This is an optimization exercise on Yosys and OpenROAD, whose aim is small area and few clock cycles, not a production implementation. In this exercise RTL edits were held to simulation tests only and were not proved equivalent to the original. Power figures rest on the tool's default switching activity, not on a simulated workload. No driver is modelled on the clock port, so clocking that relies on it looks cheaper here than on a real chip.

== P ==
// framer
module framer #(
    parameter CAPACITY = 64
) (
    input  wire       clk,
    input  wire       rst,
    input  wire       rx_valid,
    input  wire [7:0] rx_data,
    output wire       rx_ready,
    output wire       tx_valid,
    output wire [7:0] tx_data,
    input  wire       tx_ready,
    output wire       proc_valid,
    output wire [5:0] proc_len,
    input  wire [5:0] proc_addr,
    input  wire       proc_we,
    input  wire [7:0] proc_wdata,
    output wire [7:0] proc_rdata,
    input  wire       proc_done,
    input  wire [5:0] proc_rlen
);
    localparam HEAD = 5;
    localparam TAIL = 1;
    localparam MAXP = CAPACITY - HEAD - TAIL;
    localparam [7:0] START_SENTINEL     = 8'h1B;
    localparam [7:0] TOKEN_SENTINEL     = 8'h0E;
    localparam [7:0] ANSWER_CKSUM_ERROR = 8'hB0;
    localparam [7:0] STATUS_CKSUM_ERROR = 8'hC1;
    localparam [2:0] P_START   = 3'd0,
                     P_SEQ     = 3'd1,
                     P_LEN_MSB = 3'd2,
                     P_LEN_LSB = 3'd3,
                     P_TOKEN   = 3'd4,
                     P_DATA    = 3'd5,
                     P_CKSUM   = 3'd6;
    localparam [1:0] T_IDLE = 2'd0,
                     T_HDR  = 2'd1,
                     T_PAY  = 2'd2,
                     T_CK   = 2'd3;
    reg [7:0] buffer [0:MAXP-1];
    reg [2:0] st;
    reg [7:0] ck;
    reg [7:0] seq;
    reg       len_hz;        
    reg [5:0] len;
    reg [5:0] cnt;
    reg       calling;       
    reg [1:0] ts;
    reg [5:0] tidx;          
    reg [7:0] tq;            
    reg [5:0] rlen;
    reg       terr;          
    reg       trd;           
    reg [7:0] tck;
    wire tx_fire  = (ts != T_IDLE) && tx_ready;
    wire tx_free  = (ts == T_IDLE) || ((ts == T_CK) && tx_ready);
    wire seq_free  = !((ts == T_HDR) && (tidx[2:0] == 3'd4) && !tx_ready);
    wire slot_free = !trd || ((ts == T_PAY) && (tidx > cnt));
    assign proc_valid = calling && tx_free;
    assign proc_len   = len;
    wire [7:0] ck_next = ck ^ rx_data;
  ...
Size: about 1300 cells after synthesis, ~530 flip-flops, about 59 I/O pins, roughly 21000 um^2 of cells after synthesis.
clock: 5.5 ns
lec_check: 0
cap_margin: 20
core_margin: 2
core_utilization: 63
gpl_timing_driven: 0
place_density: 0.72
setup_slack_margin: 0.05
slew_margin: 20
synth_hierarchical: 1
standard.sh (not shown) runs the stock make flow with config.mk's settings and CLKGATE_MAP_FILE= SYNTH_SCRIPT=/design/flow/synth_recipe.tcl, a recipe that flattens the netlist after the stock synthesis.
==> flow/flow/run.sh <==
#!/bin/bash
# The standard layout, with plain buffers on the ports and no CTS dummy loads.
set -euo pipefail
export BUFFER_PORTS_ARGS="-buffer_cell sky130_fd_sc_hd__buf_2"
export REMOVE_ABC_BUFFERS=1
export CTS_ARGS="-sink_clustering_enable -repair_clock_nets -sink_clustering_size 30 -sink_clustering_max_diameter 100 -buf_list sky130_fd_sc_hd__clkbuf_16 -dont_use_dummy_load"
bash standard.sh > standard_flow.log 2>&1
What the final checks of P revealed, after a flow that finished every stage, was a layout that fails on negative setup slack.
Testbench counts of P, summed over its fixed seeds: cycles 87,179.
Relative to P, the following input files were edited for Q:
Settings: changing CORE_UTILIZATION from 63 to 60; changing CAP_MARGIN from 20 to 0; changing PLACE_DENSITY from 0.72 to 0.7; changing SLEW_MARGIN from 20 to 0; changing SETUP_SLACK_MARGIN from 0.05 to 0.15.
[summary]
- Q completed; timing, DRC and antenna clean
- Total non-filler cell area in the finished layout (Q vs. P) decreases slightly
- Going from P to Q, placer's final routability congestion estimate grows by about 1.2%.
- Looking at path type of the worst setup path, the reg2out result is from P; the in2out one comes from Q.
- The multi-input gate area in the final layout of Q is lower than that of P.
- Non-clock buffer count on Q is down relative to P.
- Q ended with more share of total power consumed by net switching than P.
Inputs modified between Q and R:
Settings: CAP_MARGIN now 5, was 0; SLEW_MARGIN now 5, was 0; SETUP_SLACK_MARGIN now 0.05, was 0.15.
==> comparison <==
- To summarise R: no stage aborted, but the layout did not pass its checks, failing on negative setup slack.
- [compare] base=Q new=R: worst setup slack down 0.11 ns, flip-flop and latch share of the layout cell area saw a decrease, power density relative to cell area dropped 1.8 nW/um^2.
- Diff Q -> R: total power moved down; met3 layer wire length in the routed design moved down; worst hold margin level; area of combinational cells with multiple inputs level; clock power share moved down.
- Number of antenna violations at the first check in global routing | R above Q
- Clock latency on the worst-skew pair essentially unchanged between Q and R.
- Of the two values seen for capture point of the critical path, proc_rdata[3] was produced by R and proc_rdata[1] by Q.
- Q and R ended up with nearly the same DRC violation count after routing.
diff inputs: R => S
Settings: a change of PLACE_DENSITY from 0.7 to 0.62; a change of SETUP_SLACK_MARGIN from 0.05 to 0.15.
- S: flow completed, timing, DRC and antenna clean
- | power | S vs R | about 0.36% higher |
- Reported for R and S, flip-flop and latch count turned out identical to the last digit.
- Re slew of the pin with the lowest slew margin: R and S aren't equal, and the higher value belongs to R.
- Cell area | S vs R | S larger
- S ended up with proc_rdata[0] as its termination of the worst setup path; R ended up with proc_rdata[3].
What T does differently from S at the input level:
Settings: SETUP_SLACK_MARGIN changed from 0.15 to 0.05; PLACE_DENSITY changed from 0.62 to 0.7; CAP_MARGIN changed from 5 to 20; SLEW_MARGIN changed from 5 to 20.
## What came out
Per the comparison of T with S, setup slack now smaller; wire length on met1 lower; number of design-rule violations left by the first detailed-router iteration shows a reduction of 0.42%; area overhead of the layout relative to synthesis saw an increase.
Total power draw: S vs T, no meaningful difference
In T, the first-pass GRT wire length came out about 1% below the value in S.
The post-CTS clock slew at the launch and capture registers of the worst setup and hold paths was comparable across T and S.
Against S, maximum clock frequency in T came out worse.
Summary — final-layout worst hold slack, T relative to S: higher, by 0.039 ns.
Changes observed in T relative to S: clock power closely matched the old numbers, cell area has increased.

## port drivers added, routing unchanged
No port has a modelled driver above. Below, the same layouts with a new extraction and two added sets of constraints. Step 1 sets driving cells, clkbuf_16 on the clock port and buf_2 on the other inputs (assumed; they add their load-dependent delay and slew). Step 2 times the ports against the registers' clock, not the clock port: input delays grow and output delays shrink by t, the midpoint of the rising clock arrivals with the driver on. Three values: no drivers, after step 1, after step 2; two values: the first two.
run	t, ns	setup slack, ns	worst setup path after step 2
P	0.603	-0.004 / -0.058 / -0.031	input to output
Q	0.615	0.104 / 0.034 / 0.034	input to output
R	0.607	-0.007 / -0.059 / -0.059	input to output
S	0.615	0.194 / 0.140 / 0.140	input to output
T	0.605	0.121 / 0.065 / 0.065	input to output
The setup slack of Q, which loses most, moves by -0.070 ns with the drivers and by -0.070 ns with both steps.
